This is an optimization exercise on Yosys and OpenROAD, whose aim is small area, not a production implementation.
RTL that was checked went through simulation tests only; none was proved equivalent to the original.
Power and IR drop assume default switching activity.

==> flow/design.v <==
module lc3_core (
    input  wire        clk,
    input  wire        reset,         
    output wire        mem_req,
    output wire        mem_we,
    output wire [15:0] mem_addr,
    output wire [15:0] mem_wdata,
    input  wire [15:0] mem_rdata,
    input  wire        mem_ready,
    input  wire        kbd_avail,
    input  wire [7:0]  kbd_char,
    output wire        kbd_take,
    output wire        disp_emit,
    output wire [7:0]  disp_char,
    output wire        halted,
    output wire        double_fault
);
    localparam [3:0] S_INIT  = 4'd0,    
                     S_FETCH = 4'd1,    
                     S_EX    = 4'd2,    
                     S_LDW   = 4'd3,    
                     S_PTR   = 4'd4,    
                     S_POP2  = 4'd5,    
                     S_SWAP  = 4'd6,    
                     S_ENT1  = 4'd7,    
                     S_ENT2  = 4'd8,    
                     S_VEC   = 4'd9,    
                     S_PCT   = 4'd10,   
                     S_INTW  = 4'd11,   
                     S_INT   = 4'd12,   
                     S_HALT  = 4'd13,   
                     S_DFLT  = 4'd14;   
    localparam [1:0] VK_PRIV = 2'd0, VK_TRAP = 2'd1, VK_INT = 2'd2, VK_ILL = 2'd3;
    reg [127:0] gpr;         
    reg [15:0]  pc;          
    reg [15:0]  spo;         
    reg [15:0]  ir;
    reg [15:0]  mar;
    reg [15:0]  t;
    reg [3:0]   bc;
    reg [3:0]   state;
    reg         pend;        
    reg         act;         
    reg         cy;          
    reg         acc;         
    reg [1:0]   vk;
    reg         priv;
    reg [2:0]   prio;
    reg [2:0]   nzp;
    reg         ie;
    wire first = (bc == 4'd0);
    wire last  = (bc == 4'd15);
    wire [3:0] op = ir[15:12];
    wire op_add = (op == 4'b0001);
    wire op_and = (op == 4'b0101);
    wire op_not = (op == 4'b1001);
    wire op_br  = (op == 4'b0000);
    wire op_jsr = (op == 4'b0100);
    wire op_jmp = (op == 4'b1100);
    wire op_rti = (op == 4'b1000);
    wire op_lea = (op == 4'b1110);
    wire op_mem = op[1] & ~(op[3] & op[2]);                    
    wire op_reg = (op[3:1] == 3'b011);                         
    wire op_ld  = (op[1:0] == 2'b10) & ~op[2];                 
    wire op_ind = (op[3:1] == 3'b101);                         
    wire op_st  = op[1] & op[0];                               
    wire op_opr = op_add | op_and | op_not | op_lea;           
    reg illegal;
    always @(*) begin
        case (op)
            4'b0001, 4'b0101: illegal = (ir[5] == 1'b0) && (ir[4:3] != 2'b00);
            4'b0100:          illegal = (ir[11] == 1'b0) && ((ir[10:9] != 2'b00) || (ir[5:0] != 6'd0));
            4'b1000:          illegal = (ir[11:0] != 12'd0);
            4'b1001:          illegal = (ir[5:0] != 6'b111111);
            4'b1100:          illegal = (ir[11:9] != 3'd0) || (ir[5:0] != 6'd0);
            4'b1101:          illegal = 1'b1;
            4'b1111:          illegal = (ir[11:8] != 4'd0);
            default:          illegal = 1'b0;
        endcase
    end
    wire run = act & ~pend;
    wire ex  = (state == S_EX);
    wire [2:0] ri = (ex & ~op_rti) ? ir[8:6] : 3'd6;
    wire g0 = gpr[{ri, 4'd0}];
    wire [2:0] ri2 = op_st ? ir[11:9] : ir[2:0];
    wire g2 = gpr[{ri2, 4'd0}];
    wire pc0  = pc[0];
    wire spo0 = spo[0];
    wire t0   = t[0];
    wire irbc  = bc[3] ? (bc[1] ? ir[10] : bc[0] ? ir[9] : ir[8]) : ir[bc[2:0]];
    wire imm5  = (bc > 4'd4)  ? ir[4]  : irbc;
    wire off6  = (bc > 4'd5)  ? ir[5]  : irbc;
    wire off9  = (bc > 4'd8)  ? ir[8]  : irbc;
    wire off11 = (bc > 4'd10) ? ir[10] : irbc;
    reg vbit;
    always @(*) begin
        case (vk)
            VK_TRAP: vbit = ~bc[3] & irbc;
            VK_PRIV: vbit = 1'b0;
            VK_ILL:  vbit = first;
            default: vbit = (bc == 4'd7) | (bc == 4'd8);
        endcase
    end
    reg psrbit;
    always @(*) begin
        case (bc)
            4'd0:  psrbit = nzp[0];
            4'd1:  psrbit = nzp[1];
            4'd2:  psrbit = nzp[2];
            4'd8:  psrbit = prio[0];
            4'd9:  psrbit = prio[1];
            4'd10: psrbit = prio[2];
            4'd15: psrbit = priv;
            default: psrbit = 1'b0;
        endcase
    end
    reg a, b, cin0;
    always @(*) begin
        a = 1'b0; b = 1'b0; cin0 = 1'b0;
        case (state)
            S_INIT:  a = (bc == 4'd12) | (bc == 4'd13);
            S_FETCH: begin a = pc0; cin0 = 1'b1; end
            S_EX: begin
                if (op_add | op_and)      begin a = g0; b = ir[5] ? imm5 : g2; end
                else if (op_reg)          begin a = g0; b = off6; end
                else if (op_jsr & ir[11]) begin a = pc0; b = off11; end
                else if (op_rti)          begin a = g0; cin0 = 1'b1; end
                else if (op_not | op_jsr | op_jmp) a = g0;
                else                      begin a = pc0; b = off9; end    
            end
            S_LDW, S_PTR, S_PCT: a = t0;
            S_POP2: begin a = g0; cin0 = 1'b1; end
            S_SWAP: a = spo0;
            S_ENT1: begin a = priv ? spo0 : g0; b = 1'b1; end
            S_ENT2: begin a = g0; b = 1'b1; end
            S_VEC:  a = vbit;
            default: ;
        endcase
    end
    wire ci   = first ? cin0 : cy;
    wire sum  = a ^ b ^ ci;
    wire cout = (a & b) | (a & ci) | (b & ci);
    wire res  = (ex & op_and) ? (a & b) :
                (ex & op_not) ? ~a : sum;
    wire rtest = (ex & op_mem) | (state == S_PTR);
    wire m = (state == S_ENT1) ? (first | ~a) :
             rtest             ? ((bc < 4'd9) | res) : ~res;
    wire accf = (first | acc) & m;
    wire io_page  = (mar[15:3] == 13'h1FC0) & ~mar[0];
    wire acc_kbsr = io_page & (mar[2:1] == 2'd0);
    wire acc_kbdr = io_page & (mar[2:1] == 2'd1);
    wire acc_dsr  = io_page & (mar[2:1] == 2'd2);
    wire acc_ddr  = io_page & (mar[2:1] == 2'd3);
    wire [15:0] dev_rdata = {(acc_kbsr & kbd_avail) | acc_dsr,
                             acc_kbsr & ie,
                             6'd0,
                             (acc_kbdr & kbd_avail) ? kbd_char : 8'd0};
    wire [15:0] rdata = io_page ? dev_rdata : mem_rdata;
    wire is_wr    = (state == S_ENT2) | (state == S_VEC) | (state == S_INTW);
    wire acc_done = pend & (io_page | mem_ready);
    assign mem_req   = pend & ~io_page;
    assign mem_we    = is_wr;
    assign mem_addr  = mar;
    assign mem_wdata = t;
    assign kbd_take  = pend & ~is_wr & acc_kbdr & kbd_avail;
    assign disp_emit = pend & is_wr & acc_ddr;
    assign disp_char = t[7:0];
    assign halted       = (state == S_HALT);
    assign double_fault = (state == S_DFLT);
    wire int_req  = kbd_avail & ie & ~prio[2];
    wire br_taken = (ir[11] & nzp[2]) | (ir[10] & nzp[1]) | (ir[9] & nzp[0]);
    wire legal = ~illegal;
    reg [7:0] gwe;
    reg       gwd;
    always @(*) begin
        gwe = 8'd0;
        gwd = res;
        if (run) begin
            case (state)
                S_INIT: begin gwe = 8'hFF; gwd = 1'b0; end
                S_EX: begin
                    if (op_opr & legal) gwe[ir[11:9]] = 1'b1;
                    if (op_jsr & legal) begin gwe[7] = 1'b1; gwd = pc0; end
                    if (op_rti & legal & ~priv) gwe[6] = 1'b1;
                end
                S_LDW:  gwe[ir[11:9]] = 1'b1;
                S_POP2, S_ENT1, S_ENT2: gwe[6] = 1'b1;
                S_SWAP: gwe[6] = priv;
                default: ;
            endcase
        end
    end
    wire pc_ex  = (op_br & br_taken) | ((op_jsr | op_jmp) & legal);
    wire pc_we  = run & ((state == S_INIT) | (state == S_FETCH) | (ex & pc_ex) |
                         (state == S_POP2) | (state == S_PCT));
    wire pc_d   = (state == S_POP2) ? t0 : res;
    wire spo_we = run & ((state == S_INIT) | (((state == S_SWAP) | (state == S_ENT1)) & priv));
    wire spo_d  = (state == S_INIT) ? res : g0;
    integer k;
    always @(posedge clk) begin
        for (k = 0; k < 8; k = k + 1)
            gpr[16*k +: 16] <= {gwe[k] ? gwd : gpr[16*k], gpr[16*k+1 +: 15]};
        pc  <= {pc_we ? pc_d : pc[0], pc[15:1]};
        spo <= {spo_we ? spo_d : spo[0], spo[15:1]};
    end
    wire mar_sh = ~pend;
    wire mar_d = ((state == S_FETCH) | (state == S_POP2) | (ex & op_rti)) ? a : res;
    reg  t_d;
    always @(*) begin
        case (state)
            S_ENT1:  t_d = psrbit;
            S_ENT2:  t_d = pc0;
            default: t_d = g2;
        endcase
    end
    always @(posedge clk) begin
        if (mar_sh)
            mar <= {mar_d, mar[15:1]};
        if (pend && ex)
            ir <= rdata;
        if (pend && ~is_wr)
            t <= rdata;
        else if (run)
            t <= {t_d, t[15:1]};
        cy  <= cout;
        acc <= accf;
    end
    reg [3:0] nst;
    always @(*) begin
        nst = state;
        case (state)
            S_INIT:  nst = S_FETCH;
            S_FETCH: nst = S_EX;
            S_EX: begin
                if (illegal)
                    nst = S_ENT1;
                else if (op_mem)
                    nst = (priv & accf) ? S_ENT1 : op_ind ? S_PTR : op_st ? S_INTW : S_LDW;
                else if (op_rti)
                    nst = priv ? S_ENT1 : S_POP2;
                else if (op == 4'b1111)
                    nst = (ir[7:0] == 8'h25) ? S_HALT : S_ENT1;
                else
                    nst = S_INT;
            end
            S_LDW:   nst = S_INT;
            S_PTR:   nst = (priv & accf) ? S_ENT1 : op_st ? S_INTW : S_LDW;
            S_POP2:  nst = S_SWAP;
            S_SWAP:  nst = S_INT;
            S_ENT1:  nst = accf ? S_DFLT : S_ENT2;
            S_ENT2:  nst = S_VEC;
            S_VEC:   nst = S_PCT;
            S_PCT:   nst = (vk == VK_INT) ? S_FETCH : S_INT;
            S_INT, S_INTW: nst = int_req ? S_ENT1 : S_FETCH;
            default: ;
        endcase
    end
    wire npend = (nst == S_EX) | (nst == S_LDW) | (nst == S_PTR) | (nst == S_POP2) |
                 (nst == S_SWAP) | (nst == S_ENT2) | (nst == S_VEC) | (nst == S_PCT) |
                 (nst == S_INTW);
    wire step = run & last;
    always @(posedge clk) begin
        if (reset) begin
            bc       <= 4'd0;
            state    <= S_INIT;
            pend     <= 1'b0;
            act      <= 1'b1;
            priv     <= 1'b1;
            prio     <= 3'd0;
            nzp      <= 3'b010;
            ie       <= 1'b0;
        end else begin
            bc  <= bc + 4'd1;
            act <= last | (act & ~acc_done);
            if (step) begin
                state <= nst;
                pend  <= npend;
            end else if (acc_done)
                pend <= 1'b0;
            if (acc_done && is_wr && acc_kbsr)
                ie <= t[14];
            if (acc_done && state == S_SWAP) begin
                priv <= rdata[15];
                prio <= rdata[10:8];
                nzp  <= rdata[2:0];
            end
            if (step && (state != S_ENT1) && (state != S_ENT2) && (state != S_VEC) && (state != S_PCT))
                vk <= {(state == S_INT) | (state == S_INTW) | (ex & illegal),
                       ex & (illegal | (op == 4'b1111))};
            if (step && ((ex & op_opr & legal) | (state == S_LDW)))
                nzp <= {res, accf, ~res & ~accf};
            if (step && state == S_ENT1)
                priv <= 1'b0;
            if (step && state == S_ENT2 && vk == VK_INT)
                prio <= 3'd4;
        end
    end
endmodule
export LEC_CHECK = 0
export ABC_AREA = 1
export CAP_MARGIN = 20
export CORE_MARGIN = 2
export CORE_UTILIZATION = 50
export SLEW_MARGIN = 20
create_clock -name core_clock -period 10.0 [get_ports {clk}]
standard.sh (not shown) runs the stock make flow with config.mk's settings and CLKGATE_MAP_FILE= SYNTH_SCRIPT=/design/flow/synth_recipe.tcl, a recipe that flattens the netlist after the stock synthesis.
==> flow/flow/run.sh <==
#!/bin/bash
# standard layout; smallest port buffers; CTS without dummy loads
set -euo pipefail
export BUFFER_PORTS_ARGS="-buffer_cell sky130_fd_sc_hd__buf_1"
export CTS_ARGS="-sink_clustering_enable -repair_clock_nets -dont_use_dummy_load -sink_clustering_size 30 -sink_clustering_max_diameter 80 -buf_list {sky130_fd_sc_hd__clkbuf_16}"
bash standard.sh > flow_standard.log 2>&1
The baseline passed the timing, DRC and antenna checks.
Then changed:
--- a/flow/design.v
+++ b/flow/design.v
@@ -15,21 +15,21 @@
     output wire        halted,
     output wire        double_fault
 );
-    localparam [3:0] S_INIT  = 4'd0,    
+    localparam [3:0] S_INIT  = 4'd13,    
                      S_FETCH = 4'd1,    
-                     S_EX    = 4'd2,    
-                     S_LDW   = 4'd3,    
-                     S_PTR   = 4'd4,    
-                     S_POP2  = 4'd5,    
-                     S_SWAP  = 4'd6,    
-                     S_ENT1  = 4'd7,    
-                     S_ENT2  = 4'd8,    
-                     S_VEC   = 4'd9,    
-                     S_PCT   = 4'd10,   
-                     S_INTW  = 4'd11,   
-                     S_INT   = 4'd12,   
-                     S_HALT  = 4'd13,   
-                     S_DFLT  = 4'd14;   
+                     S_EX    = 4'd11,    
+                     S_LDW   = 4'd9,    
+                     S_PTR   = 4'd8,    
+                     S_POP2  = 4'd10,    
+                     S_SWAP  = 4'd15,    
+                     S_ENT1  = 4'd3,    
+                     S_ENT2  = 4'd12,    
+                     S_VEC   = 4'd2,    
+                     S_PCT   = 4'd5,   
+                     S_INTW  = 4'd0,   
+                     S_INT   = 4'd14,   
+                     S_HALT  = 4'd6,   
+                     S_DFLT  = 4'd7;   
     localparam [1:0] VK_PRIV = 2'd0, VK_TRAP = 2'd1, VK_INT = 2'd2, VK_ILL = 2'd3;
     reg [127:0] gpr;         
     reg [15:0]  pc;          
@@ -87,7 +87,7 @@
     wire pc0  = pc[0];
     wire spo0 = spo[0];
     wire t0   = t[0];
-    wire irbc  = bc[3] ? (bc[1] ? ir[10] : bc[0] ? ir[9] : ir[8]) : ir[bc[2:0]];
+    wire irbc  = ir[bc];
     wire imm5  = (bc > 4'd4)  ? ir[4]  : irbc;
     wire off6  = (bc > 4'd5)  ? ir[5]  : irbc;
     wire off9  = (bc > 4'd8)  ? ir[8]  : irbc;
@@ -203,7 +203,9 @@
         pc  <= {pc_we ? pc_d : pc[0], pc[15:1]};
         spo <= {spo_we ? spo_d : spo[0], spo[15:1]};
     end
-    wire mar_sh = ~pend;
+    wire mar_sh = run & ((state == S_FETCH) | (ex & (op_mem | op_rti)) | (state == S_PTR) |
+                         (state == S_POP2) | (state == S_ENT1) | (state == S_ENT2) |
+                         (state == S_VEC));
     wire mar_d = ((state == S_FETCH) | (state == S_POP2) | (ex & op_rti)) ? a : res;
     reg  t_d;
     always @(*) begin
@@ -216,9 +218,9 @@
     always @(posedge clk) begin
         if (mar_sh)
             mar <= {mar_d, mar[15:1]};
-        if (pend && ex)
+        if (acc_done && ex)
             ir <= rdata;
-        if (pend && ~is_wr)
+        if (acc_done && ~is_wr)
             t <= rdata;
         else if (run)
             t <= {t_d, t[15:1]};
@@ -284,7 +286,7 @@
                 prio <= rdata[10:8];
                 nzp  <= rdata[2:0];
             end
-            if (step && (state != S_ENT1) && (state != S_ENT2) && (state != S_VEC) && (state != S_PCT))
+            if (step && (ex | (state == S_PTR) | (state == S_INT) | (state == S_INTW)))
                 vk <= {(state == S_INT) | (state == S_INTW) | (ex & illegal),
                        ex & (illegal | (op == 4'b1111))};
             if (step && ((ex & op_opr & legal) | (state == S_LDW)))
Effect: The changed run finished with timing, DRC and antenna clean. Synthesized area came out higher by 1.0%. Wire length goes up by 2.2%. Clock power hardly moves. Final area is higher by 0.96%. Utilization grows by 0.13 points. Non-clock buffer count is unchanged. Worst setup slack degrades by 490 ps. Global-route usage grows by 0.69 points. Sequential share of layout area went down by 0.56 points. Die area climbs by 0.98%. Hold slack gains 11 ps. Maximum frequency drops by 9.2%. Cell count rose by 0.36%. Register-to-register slack is worse by 160 ps.

---

lc3_core, a different RTL version from the one above (not shown whole).
For scale: roughly 74 I/O pins.
clock: 10.0 ns
lec_check: 0
abc_area: 1
cap_margin: 20
core_margin: 2
core_utilization: 50
slew_margin: 20
Scripts as last shown in full above: flow/flow/run.sh
The baseline passed the timing, DRC and antenna checks.
Next try:
--- a/flow/design.v
+++ b/flow/design.v
@@ -22,37 +22,38 @@
                      S_PTR   = 4'd4,    
                      S_POP2  = 4'd5,    
                      S_SWAP  = 4'd6,    
                      S_ENT1  = 4'd7,    
                      S_ENT2  = 4'd8,    
                      S_VEC   = 4'd9,    
                      S_PCT   = 4'd10,   
                      S_INTW  = 4'd11,   
                      S_INT   = 4'd12,   
-                     S_HALT  = 4'd13,   
-                     S_DFLT  = 4'd14;   
+                     S_STOP  = 4'd13;
     localparam [1:0] VK_PRIV = 2'd0, VK_TRAP = 2'd1, VK_INT = 2'd2, VK_ILL = 2'd3;
     reg [127:0] gpr;         
     reg [15:0]  pc;          
     reg [15:0]  spo;         
     reg [15:0]  ir;
     reg [15:0]  mar;
     reg [15:0]  t;
     reg [3:0]   bc;
     reg [3:0]   state;
     reg         pend;        
     reg         act;         
     reg         cy;          
     reg         acc;         
     reg [1:0]   vk;
     reg         priv;
     reg [2:0]   prio;
     reg [2:0]   nzp;
+    reg         halted_r;
+    reg         df_r;
     reg         ie;
     wire first = (bc == 4'd0);
     wire last  = (bc == 4'd15);
     wire [3:0] op = ir[15:12];
     wire op_add = (op == 4'b0001);
     wire op_and = (op == 4'b0101);
     wire op_not = (op == 4'b1001);
     wire op_br  = (op == 4'b0000);
     wire op_jsr = (op == 4'b0100);
@@ -159,20 +160,20 @@
     wire is_wr    = (state == S_ENT2) | (state == S_VEC) | (state == S_INTW);
     wire acc_done = pend & (io_page | mem_ready);
     assign mem_req   = pend & ~io_page;
     assign mem_we    = is_wr;
     assign mem_addr  = mar;
     assign mem_wdata = t;
     assign kbd_take  = pend & ~is_wr & acc_kbdr & kbd_avail;
     assign disp_emit = pend & is_wr & acc_ddr;
     assign disp_char = t[7:0];
-    assign halted       = (state == S_HALT);
-    assign double_fault = (state == S_DFLT);
+    assign halted       = halted_r;
+    assign double_fault = df_r;
     wire int_req  = kbd_avail & ie & ~prio[2];
     wire br_taken = (ir[11] & nzp[2]) | (ir[10] & nzp[1]) | (ir[9] & nzp[0]);
     wire legal = ~illegal;
     reg [7:0] gwe;
     reg       gwd;
     always @(*) begin
         gwe = 8'd0;
         gwd = res;
         if (run) begin
@@ -235,27 +236,27 @@
             S_FETCH: nst = S_EX;
             S_EX: begin
                 if (illegal)
                     nst = S_ENT1;
                 else if (op_mem)
                     nst = (priv & accf) ? S_ENT1 : op_ind ? S_PTR : op_st ? S_INTW : S_LDW;
                 else if (op_rti)
                     nst = priv ? S_ENT1 : S_POP2;
                 else if (op == 4'b1111)
-                    nst = (ir[7:0] == 8'h25) ? S_HALT : S_ENT1;
+                    nst = (ir[7:0] == 8'h25) ? S_STOP : S_ENT1;
                 else
                     nst = S_INT;
             end
             S_LDW:   nst = S_INT;
             S_PTR:   nst = (priv & accf) ? S_ENT1 : op_st ? S_INTW : S_LDW;
             S_POP2:  nst = S_SWAP;
             S_SWAP:  nst = S_INT;
-            S_ENT1:  nst = accf ? S_DFLT : S_ENT2;
+            S_ENT1:  nst = accf ? S_STOP : S_ENT2;
             S_ENT2:  nst = S_VEC;
             S_VEC:   nst = S_PCT;
             S_PCT:   nst = (vk == VK_INT) ? S_FETCH : S_INT;
             S_INT, S_INTW: nst = int_req ? S_ENT1 : S_FETCH;
             default: ;
         endcase
     end
     wire npend = (nst == S_EX) | (nst == S_LDW) | (nst == S_PTR) | (nst == S_POP2) |
                  (nst == S_SWAP) | (nst == S_ENT2) | (nst == S_VEC) | (nst == S_PCT) |
@@ -264,19 +265,22 @@
     always @(posedge clk) begin
         if (reset) begin
             bc       <= 4'd0;
             state    <= S_INIT;
             pend     <= 1'b0;
             act      <= 1'b1;
             priv     <= 1'b1;
             prio     <= 3'd0;
             nzp      <= 3'b010;
+            halted_r <= 1'b0;
+            df_r     <= 1'b0;
             ie       <= 1'b0;
+            vk       <= VK_PRIV;
         end else begin
             bc  <= bc + 4'd1;
             act <= last | (act & ~acc_done);
             if (step) begin
                 state <= nst;
                 pend  <= npend;
             end else if (acc_done)
                 pend <= 1'b0;
             if (acc_done && is_wr && acc_kbsr)
@@ -285,16 +289,20 @@
                 priv <= rdata[15];
                 prio <= rdata[10:8];
                 nzp  <= rdata[2:0];
             end
             if (step && (ex | (state == S_PTR) | (state == S_INT) | (state == S_INTW)))
                 vk <= {(state == S_INT) | (state == S_INTW) | (ex & illegal),
                        ex & (illegal | (op == 4'b1111))};
             if (step && ((ex & op_opr & legal) | (state == S_LDW)))
                 nzp <= {res, accf, ~res & ~accf};
-            if (step && state == S_ENT1)
-                priv <= 1'b0;
+            if (step && ex && op == 4'b1111 && ~illegal && ir[7:0] == 8'h25)
+                halted_r <= 1'b1;
+            if (step && state == S_ENT1) begin
+                if (accf) df_r <= 1'b1;
+                else      priv <= 1'b0;
+            end
             if (step && state == S_ENT2 && vk == VK_INT)
                 prio <= 3'd4;
         end
     end
 endmodule
Result: Cell area stays flat; non-clock buffer count stays the same; hold slack gains 0.0080 ns; clock skew went down by 0.0090 ns; sequential cell count came out higher by 2; first-iteration DRC count goes down by about 8%; synthesized cell count rises by about 0.47%; wire length went down by 1.9%; sequential power increases by about 0.6%; count of clock-buffer cells in the layout is unchanged; total power is higher by about 0.45%.
Only the layout flow was run in the first run of this note; the RTL was not checked for function there.

[static timing again, ports no longer ideal]
The flow's constraints put no driver on any port. The routed layouts listed below were extracted and timed again, unchanged, in two steps. Step 1: set_driving_cell puts a clkbuf_16 on clk and a buf_2 on each other input, an assumption about the parent block. Step 2 moves the port delays by t, midway between the first and last clock arrival at a register: inputs arrive t later, outputs are due t later. That takes back most of the time a late clock gives input paths. Slacks: ideal / step 1 / step 2; pairs: ideal / step 1.
run	shift t [ns]	setup WS [ns]	pins driven straight from the clock port
the first run of note 1	0.493	5.184 / 5.143 / 5.433	1
the second run of note 1	0.506	4.697 / 4.673 / 4.673	1
the first run of note 2	0.502	4.541 / 4.504 / 4.504	1
the second run of note 2	0.503	5.404 / 5.382 / 5.382	1
After both steps every run listed still meets setup and hold. For the first run of note 2, which loses most, drivers alone change the setup slack by -0.037 ns; drivers and shift together by -0.037 ns.
